What follows belongs to an exercise in optimizing a design on an open flow for small area, a short achievable clock period and few clock cycles per item; a production flow would make more cautious choices.
Function was checked by simulation only, so behaviour that the tests miss may differ from the original.
No activity file was given, so power comes from the tool's default toggle rates.

==> v22 <==
==> flow/design.v <==
module gf2_divider #(
    parameter W  = 85,              
    parameter SW = 7                
) (
    input  wire          clk,
    input  wire          rst,
    input  wire          load,      
    input  wire [W:0]    poly,
    input  wire          norm1,     
    input  wire          norm2,     
    input  wire          lstep,     
    input  wire          swap,      
    input  wire [31:0]   x,         
    input  wire          xv,
    input  wire          xlast,     
    output reg  [W-1:0]  rem,
    output reg           dz
);
    localparam integer M   = W + 32;
    genvar g, i, j, k;
    function [W-1:0] step4;
        input [W-1:0] rr;
        input [W-1:0] pp;
        reg   [3:0]   t, u, qq;
        reg   [W-1:0] acc;
        integer a, b;
        begin
            t = {rr[W-4], rr[W-3], rr[W-2], rr[W-1]};     
            u = {pp[W-1] ^ pp[W-3], pp[W-1] ^ pp[W-2], pp[W-1], 1'b1};
            for (a = 0; a < 4; a = a + 1) begin
                qq[3-a] = 1'b0;
                for (b = 0; b <= a; b = b + 1)
                    qq[3-a] = qq[3-a] ^ (t[b] & u[a-b]);
            end
            acc = {rr[W-5:0], 4'b0000};
            for (a = 0; a < 4; a = a + 1)
                acc = acc ^ ((qq[a] ? pp : {W{1'b0}}) << a);
            step4 = acc;
        end
    endfunction
    reg  [W:0]    pn;
    reg  [SW-1:0] sn;
    reg           zn;
    reg  [W-1:0]  ln;
    localparam integer NG = (W + 16) / 16;        
    localparam integer CW = SW - 4;               
    wire [NG-1:0] gnz;
    generate
        for (g = 0; g < NG; g = g + 1) begin : ggz
            localparam integer HI = W - 16 * g;
            localparam integer WD = (HI + 1 < 16) ? HI + 1 : 16;
            assign gnz[g] = |pn[HI -: WD];
        end
    endgenerate
    reg  [CW-1:0] cz;
    reg  [3:0]    fz;
    integer n;
    always @* begin
        cz = NG - 1;
        for (n = NG - 1; n >= 0; n = n - 1)
            if (gnz[n]) cz = n;
    end
    wire [W:0] pn_coarse = pn << {cz, 4'b0000};
    always @* begin
        fz = 4'd15;
        for (n = 15; n >= 0; n = n - 1)
            if (pn[W-n]) fz = n;
    end
    wire [W:0] pn_fine = pn << fz;
    always @(posedge clk) begin
        if (load) begin
            pn <= poly;
            zn <= ~|poly;
        end else if (norm1) begin
            pn <= pn_coarse;
            sn <= {cz, 4'b0000};
        end else if (norm2) begin
            pn <= pn_fine;
            sn <= zn ? {SW{1'b1}} : {sn[SW-1:4], fz};
            ln <= pn_fine[W-1:0];             
        end else if (lstep) begin
            ln <= step4(ln, pn[W-1:0]);       
        end
    end
    reg  [W-1:0]  lc;
    reg  [W-1:0]  pc;
    reg  [SW-1:0] scur;
    reg           zc;
    always @(posedge clk) begin
        if (swap) begin
            lc   <= ln;
            pc   <= pn[W-1:0];
            scur <= sn;
            zc   <= zn;
        end
    end
    reg  [M-1:0] s;
    wire [M+31:0] injw = {{M{1'b0}}, x} << scur;
    wire [M-1:0]  inj  = injw[M-1:0];
    wire [31:0]   vh   = s[M-1:W];
    wire [M-1:0] sn_next;
    generate
        for (i = 0; i < M; i = i + 1) begin : gsn
            localparam integer JLO = (i - (W - 1) > 0) ? i - (W - 1) : 0;
            localparam integer JHI = (i < 31) ? i : 31;
            localparam integer JN  = (JHI >= JLO) ? JHI - JLO + 1 : 1;
            wire [JN-1:0] tm;
            if (JHI >= JLO) begin : gp
                for (j = JLO; j <= JHI; j = j + 1) begin : gt
                    assign tm[j-JLO] = vh[j] & lc[i-j];
                end
            end else begin : gnp
                assign tm = 1'b0;
            end
            if (i >= 32) begin : gsh
                assign sn_next[i] = s[i-32] ^ inj[i] ^ (^tm);
            end else begin : gns
                assign sn_next[i] = inj[i] ^ (^tm);
            end
        end
    endgenerate
    always @(posedge clk) begin
        if (rst || (xv && xlast))
            s <= {M{1'b0}};
        else if (xv)
            s <= sn_next;
    end
    reg  [M-1:0]  fr;
    reg  [W-1:0]  pf;
    reg  [SW-1:0] sfin;
    reg           zfin;
    wire [W-1:0]  fr_top  = step4(fr[M-1:32], pf);
    wire [M-1:0]  fr_step = {fr_top[W-1:4], fr_top[3:0] ^ fr[31:28], fr[27:0], 4'b0000};
    always @(posedge clk) begin
        if (xv && xlast) begin
            fr   <= sn_next;
            pf   <= pc;
            sfin <= scur;
            zfin <= zc;
        end else begin
            fr   <= fr_step;
        end
        rem <= fr[M-1:32] >> sfin;
        dz  <= zfin;
    end
endmodule
module syndrome_unit (
    input  wire         clk,
    input  wire         rst,           
    input  wire         start,
    output wire         ready,
    input  wire         fmt,           
    input  wire [16:0]  f_poly,
    input  wire [85:0]  g_poly,
    input  wire [85:0]  fg_poly,
    input  wire         in_valid,
    output wire         in_ready,
    input  wire [31:0]  in_data,
    output wire         done,
    output wire [15:0]  rem_f,
    output wire [84:0]  rem_g,
    output wire [84:0]  rem_fg,
    output wire [2:0]   divz           
);
    reg         nv;           
    reg  [3:0]  nc;           
    reg         nfmt;
    reg  [4:0]  cleft;
    reg         cfmt;
    reg  [31:0] x;
    reg         xv, xlast;
    reg  [10:0] prevw;        
    reg  [3:0]  fc;           
    reg         fpend, done_r;
    reg  cur_take;            
    reg  nxt_take;            
    assign ready    = !nv || swap;
    assign in_ready = cur_take || nxt_take;
    wire take = in_valid && (cur_take || nxt_take);
    wire swap = in_valid && !cur_take && nxt_take;
    wire start_acc = start && (!nv || swap);
    wire        wfmt  = swap ? nfmt : cfmt;
    wire [10:0] pv    = swap ? 11'd0 : prevw;
    wire [31:0] chunk = wfmt ? {pv[0], in_data[31:1]} : {pv, in_data[31:11]};
    wire norm1 = (nc == 4'd10);
    wire norm2 = (nc == 4'd9);
    wire lstep = (nc != 4'd0) && (nc < 4'd9);
    always @(posedge clk) begin
        if (rst) begin
            nv     <= 1'b0;
            nc     <= 4'd0;
            cleft  <= 5'd0;
            cur_take <= 1'b0;
            nxt_take <= 1'b0;
            xv     <= 1'b0;
            fc     <= 4'd0;
            fpend  <= 1'b0;
            done_r <= 1'b0;
        end else begin
            if (start_acc) begin
                nv   <= 1'b1;
                nc   <= 4'd10;
                nfmt <= fmt;
            end else begin
                if (nc != 4'd0)
                    nc <= nc - 4'd1;
                if (swap)
                    nv <= 1'b0;
            end
            if (swap) begin
                cleft <= nfmt ? 5'd31 : 5'd10;
                cfmt  <= nfmt;
                cur_take <= 1'b1;
            end else if (take) begin
                cleft <= cleft - 5'd1;
                cur_take <= (cleft != 5'd1);
            end
            nxt_take <= !start_acc && !swap && nv && (nc <= 4'd1);
            xv     <= take;
            if (xv && xlast)
                fc <= 4'd8;
            else if (fc != 4'd0)
                fc <= fc - 4'd1;
            fpend  <= (fc == 4'd1);
            done_r <= fpend;
        end
        x      <= chunk;
        xlast  <= !swap && (cleft == 5'd1);
        if (take)
            prevw  <= in_data[10:0];
    end
    assign done = done_r;
    gf2_divider #(.W(16), .SW(5)) u_f (
        .clk(clk), .rst(rst), .load(start_acc), .poly(f_poly), .norm1(norm1), .norm2(norm2), .lstep(lstep),
        .swap(swap), .x(x), .xv(xv), .xlast(xlast), .rem(rem_f), .dz(divz[0])
    );
    gf2_divider #(.W(85), .SW(7)) u_g (
        .clk(clk), .rst(rst), .load(start_acc), .poly(g_poly), .norm1(norm1), .norm2(norm2), .lstep(lstep),
        .swap(swap), .x(x), .xv(xv), .xlast(xlast), .rem(rem_g), .dz(divz[1])
    );
    gf2_divider #(.W(85), .SW(7)) u_fg (
        .clk(clk), .rst(rst), .load(start_acc), .poly(fg_poly), .norm1(norm1), .norm2(norm2), .lstep(lstep),
        .swap(swap), .x(x), .xv(xv), .xlast(xlast), .rem(rem_fg), .dz(divz[2])
    );
endmodule
==> flow/run.sh <==
#!/bin/bash
# synth_recipe.tcl (not shown) runs the flow's synth.tcl, then flattens the netlist and writes it again
# the make line also repeats each setting of config.mk as NAME=value (left out here)
make -C /OpenROAD-flow-scripts/flow DESIGN_CONFIG=/design/flow/config.mk WORK_HOME=/design/flow/orfs CLKGATE_MAP_FILE= SYNTH_SCRIPT=/design/flow/synth_recipe.tcl finish
==> flow/config.mk <==
export PLATFORM = sky130hd
export DESIGN_NAME = syndrome_unit
export DESIGN_NICKNAME = syndrome_unit
export VERILOG_FILES = /design/flow/design.v
export SDC_FILE = /design/flow/constraint.sdc
export NUM_CORES = 4
export LEC_CHECK = 0
export CAP_MARGIN = 20
export CORE_MARGIN = 2
export CORE_UTILIZATION = 50
export SETUP_SLACK_MARGIN = 1.0
export SLEW_MARGIN = 20
==> flow/constraint.sdc <==
create_clock -name core_clock -period 5.0 [get_ports {clk}]
set_input_delay 1.0000 -clock core_clock [delete_from_list [all_inputs] [get_ports {clk}]]
set_output_delay 1.0000 -clock core_clock [all_outputs]
set_load 0.01 [all_outputs]
==> inputs of v23, as changes to v22 <==
--- a/flow/design.v
+++ b/flow/design.v
@@ -19,2 +19,4 @@
     localparam integer M   = W + 32;
+    localparam integer NCS = (W > 64) ? 3 : 2;    
+    localparam integer NFS = SW - NCS;            
     genvar g, i, j, k;
@@ -44,27 +46,33 @@
     reg  [W-1:0]  ln;
-    localparam integer NG = (W + 16) / 16;        
-    localparam integer CW = SW - 4;               
-    wire [NG-1:0] gnz;
+    wire [(NCS+1)*(W+1)-1:0] cv;
+    wire [SW-1:0] sc_bits;
+    assign cv[W:0] = pn;
     generate
-        for (g = 0; g < NG; g = g + 1) begin : ggz
-            localparam integer HI = W - 16 * g;
-            localparam integer WD = (HI + 1 < 16) ? HI + 1 : 16;
-            assign gnz[g] = |pn[HI -: WD];
+        for (g = 0; g < NCS; g = g + 1) begin : gcs
+            localparam integer SH = 1 << (SW - 1 - g);
+            wire [W:0] vi = cv[g*(W+1) +: (W+1)];
+            wire       zz = ~|vi[W -: SH];
+            assign cv[(g+1)*(W+1) +: (W+1)] = zz ? (vi << SH) : vi;
+            assign sc_bits[SW-1-g] = zz;
+        end
+        for (g = 0; g < NFS; g = g + 1) begin : gcz
+            assign sc_bits[g] = 1'b0;
         end
     endgenerate
-    reg  [CW-1:0] cz;
-    reg  [3:0]    fz;
-    integer n;
-    always @* begin
-        cz = NG - 1;
-        for (n = NG - 1; n >= 0; n = n - 1)
-            if (gnz[n]) cz = n;
-    end
-    wire [W:0] pn_coarse = pn << {cz, 4'b0000};
-    always @* begin
-        fz = 4'd15;
-        for (n = 15; n >= 0; n = n - 1)
-            if (pn[W-n]) fz = n;
-    end
-    wire [W:0] pn_fine = pn << fz;
+    wire [(NFS+1)*(W+1)-1:0] fv;
+    wire [SW-1:0] sf_bits;
+    assign fv[W:0] = pn;
+    generate
+        for (g = 0; g < NFS; g = g + 1) begin : gfs
+            localparam integer SH = 1 << (NFS - 1 - g);
+            wire [W:0] vi = fv[g*(W+1) +: (W+1)];
+            wire       zz = ~|vi[W -: SH];
+            assign fv[(g+1)*(W+1) +: (W+1)] = zz ? (vi << SH) : vi;
+            assign sf_bits[NFS-1-g] = zz;
+        end
+        for (g = NFS; g < SW; g = g + 1) begin : gfz
+            assign sf_bits[g] = sn[g];
+        end
+    endgenerate
+    wire [W:0] pn_fine = fv[NFS*(W+1) +: (W+1)];
     always @(posedge clk) begin
@@ -74,7 +82,7 @@
         end else if (norm1) begin
-            pn <= pn_coarse;
-            sn <= {cz, 4'b0000};
+            pn <= cv[NCS*(W+1) +: (W+1)];
+            sn <= sc_bits;
         end else if (norm2) begin
             pn <= pn_fine;
-            sn <= zn ? {SW{1'b1}} : {sn[SW-1:4], fz};
+            sn <= sf_bits;
             ln <= pn_fine[W-1:0];             
@@ -174,4 +182,4 @@
     reg         fpend, done_r;
-    reg  cur_take;            
-    reg  nxt_take;            
+    wire cur_take  = (cleft != 5'd0);
+    wire nxt_take  = nv && (nc == 4'd0);
     assign ready    = !nv || swap;
@@ -192,4 +200,2 @@
             cleft  <= 5'd0;
-            cur_take <= 1'b0;
-            nxt_take <= 1'b0;
             xv     <= 1'b0;
@@ -212,8 +218,5 @@
                 cfmt  <= nfmt;
-                cur_take <= 1'b1;
             end else if (take) begin
                 cleft <= cleft - 5'd1;
-                cur_take <= (cleft != 5'd1);
-            end
-            nxt_take <= !start_acc && !swap && nv && (nc <= 4'd1);
+            end
             xv     <= take;
--- a/flow/config.mk
+++ b/flow/config.mk
@@ -9,4 +9,3 @@
 export CORE_MARGIN = 2
-export CORE_UTILIZATION = 50
-export SETUP_SLACK_MARGIN = 1.0
+export CORE_UTILIZATION = 40
 export SLEW_MARGIN = 20
==> inputs of v14, as changes to v22 <==
--- a/flow/design.v
+++ b/flow/design.v
@@ -15,2 +15,3 @@
     input  wire          xlast,     
+    input  wire          rload,     
     output reg  [W-1:0]  rem,
@@ -46,3 +47,4 @@
     localparam integer CW = SW - 4;               
-    wire [NG-1:0] gnz;
+    wire [NG-1:0]   gnz;
+    wire [4*NG-1:0] glz;
     generate
@@ -51,3 +53,17 @@
             localparam integer WD = (HI + 1 < 16) ? HI + 1 : 16;
-            assign gnz[g] = |pn[HI -: WD];
+            wire [15:0] grp;
+            if (WD < 16) begin : gpad
+                assign grp = {pn[HI -: WD], {(16-WD){1'b0}}};
+            end else begin : gfull
+                assign grp = pn[HI -: 16];
+            end
+            reg [3:0] lz;
+            integer m;
+            always @* begin
+                lz = 4'd15;
+                for (m = 15; m >= 0; m = m - 1)
+                    if (grp[15-m]) lz = m;
+            end
+            assign gnz[g] = |grp;
+            assign glz[4*g +: 4] = lz;
         end
@@ -55,3 +71,2 @@
     reg  [CW-1:0] cz;
-    reg  [3:0]    fz;
     integer n;
@@ -62,9 +77,5 @@
     end
-    wire [W:0] pn_coarse = pn << {cz, 4'b0000};
-    always @* begin
-        fz = 4'd15;
-        for (n = 15; n >= 0; n = n - 1)
-            if (pn[W-n]) fz = n;
-    end
-    wire [W:0] pn_fine = pn << fz;
+    wire [3:0]    fz   = glz[4*cz +: 4];
+    wire [SW-1:0] s_lz = (|gnz) ? {cz, fz} : {SW{1'b1}};
+    wire [W:0] sh_out;
     always @(posedge clk) begin
@@ -74,8 +85,6 @@
         end else if (norm1) begin
-            pn <= pn_coarse;
-            sn <= {cz, 4'b0000};
+            sn <= s_lz;
         end else if (norm2) begin
-            pn <= pn_fine;
-            sn <= zn ? {SW{1'b1}} : {sn[SW-1:4], fz};
-            ln <= pn_fine[W-1:0];             
+            pn <= sh_out;
+            ln <= sh_out[W-1:0];              
         end else if (lstep) begin
@@ -131,2 +140,14 @@
     reg           zfin;
+    wire [W-1:0]  fres = fr[M-1:32];
+    wire [W-1:0]  frev;
+    wire [W-1:0]  rrev;
+    generate
+        for (i = 0; i < W; i = i + 1) begin : grv
+            assign frev[i] = fres[W-1-i];
+            assign rrev[i] = sh_out[W-1-i];
+        end
+    endgenerate
+    wire [W:0]    sh_in  = rload ? {1'b0, frev} : pn;
+    wire [SW-1:0] sh_amt = rload ? sfin : sn;
+    assign sh_out = sh_in << sh_amt;
     wire [W-1:0]  fr_top  = step4(fr[M-1:32], pf);
@@ -142,3 +163,3 @@
         end
-        rem <= fr[M-1:32] >> sfin;
+        rem <= rrev;
         dz  <= zfin;
@@ -185,3 +206,3 @@
     wire norm1 = (nc == 4'd10);
-    wire norm2 = (nc == 4'd9);
+    wire norm2 = (nc == 4'd9) && !fpend;      
     wire lstep = (nc != 4'd0) && (nc < 4'd9);
@@ -204,3 +225,3 @@
             end else begin
-                if (nc != 4'd0)
+                if (nc != 4'd0 && !(nc == 4'd9 && fpend))
                     nc <= nc - 4'd1;
@@ -234,3 +255,3 @@
         .clk(clk), .rst(rst), .load(start_acc), .poly(f_poly), .norm1(norm1), .norm2(norm2), .lstep(lstep),
-        .swap(swap), .x(x), .xv(xv), .xlast(xlast), .rem(rem_f), .dz(divz[0])
+        .swap(swap), .x(x), .xv(xv), .xlast(xlast), .rload(fpend), .rem(rem_f), .dz(divz[0])
     );
@@ -238,3 +259,3 @@
         .clk(clk), .rst(rst), .load(start_acc), .poly(g_poly), .norm1(norm1), .norm2(norm2), .lstep(lstep),
-        .swap(swap), .x(x), .xv(xv), .xlast(xlast), .rem(rem_g), .dz(divz[1])
+        .swap(swap), .x(x), .xv(xv), .xlast(xlast), .rload(fpend), .rem(rem_g), .dz(divz[1])
     );
@@ -242,3 +263,3 @@
         .clk(clk), .rst(rst), .load(start_acc), .poly(fg_poly), .norm1(norm1), .norm2(norm2), .lstep(lstep),
-        .swap(swap), .x(x), .xv(xv), .xlast(xlast), .rem(rem_fg), .dz(divz[2])
+        .swap(swap), .x(x), .xv(xv), .xlast(xlast), .rload(fpend), .rem(rem_fg), .dz(divz[2])
     );
--- a/flow/config.mk
+++ b/flow/config.mk
@@ -10,3 +10,3 @@
 export CORE_UTILIZATION = 50
-export SETUP_SLACK_MARGIN = 1.0
+export SETUP_SLACK_MARGIN = 1.5
 export SLEW_MARGIN = 20
==> comparison table <==
Outcome: v23 timing/DRC/antenna clean; v22 timing/DRC/antenna clean; v14 timing/DRC/antenna clean
Arithmetic-cell share of the synthesized area counting full adders, half adders and majority gates: v23 0.000325; v22 0.000326; v14 0.000669
RSZ-0062 raised after global routing: v23 no; v22 yes; v14 yes
Part of the power in the clock network: v23 0.102; v22 0.183; v14 0.147
Post-route met1 wirelength: v23 366,000 um; v22 343,000 um; v14 366,000 um
Total global routing track utilization: v23 0.368; v22 0.442; v14 0.473
Beginning of the critical path: v23 cleft[0]; v22 u_fg.lc[43]; v14 u_g.s[87]
Sequential cell area: v23 46,700 um^2; v22 46,800 um^2; v14 46,800 um^2
GR Layer Usage met3: v23 0.146; v22 0.212; v14 0.186
Dpl ws: v23 0.773 ns; v22 0.188 ns; v14 0.471 ns
Final antenna diode count: v23 44; v22 97; v14 63
Critical path data required time: v23 4.00 ns; v22 5.90 ns; v14 5.76 ns
Switching power: v23 85.6 mW; v22 39.7 mW; v14 52.1 mW
Testbench counts of v22, summed over its fixed seeds: cycles 4,283, items 192.
Testbench counts of v23, summed over its fixed seeds: cycles 4,283, items 192.
Testbench counts of v14, summed over its fixed seeds: cycles 4,283, items 192.

separate check: timing with driven ports:
Ports are ideal in the flow. The routed layouts listed here were re-timed in OpenROAD. Step 1: set_driving_cell puts a clkbuf_16 on clk and a buf_2 on each other input, an assumption about the parent block. Step 2 times the ports against the registers' clock, not the clock port: input delays grow and output delays shrink by t, the midpoint of the rising clock arrivals with the driver on. Three values: ideal ports, drivers, drivers and shift; two values: the first two.
run	shift t [ns]	setup WS [ns]	hold slack, ns	latest minus earliest clock arrival (ns)
v22	1.075	0.881 / 0.881 / 0.219	0.404 / 0.404 / 0.404	0.099 / 0.098
v23	1.112	0.554 / 0.412 / 0.581	0.348 / 0.348 / 0.348	0.147 / 0.147
v14	1.018	1.384 / 1.384 / 1.257	0.336 / 0.336 / 0.336	0.086 / 0.085
After both steps setup and hold are still met in every run listed. For v22, which loses most, drivers alone change the setup slack by 0.000 ns; drivers and shift together by -0.662 ns.
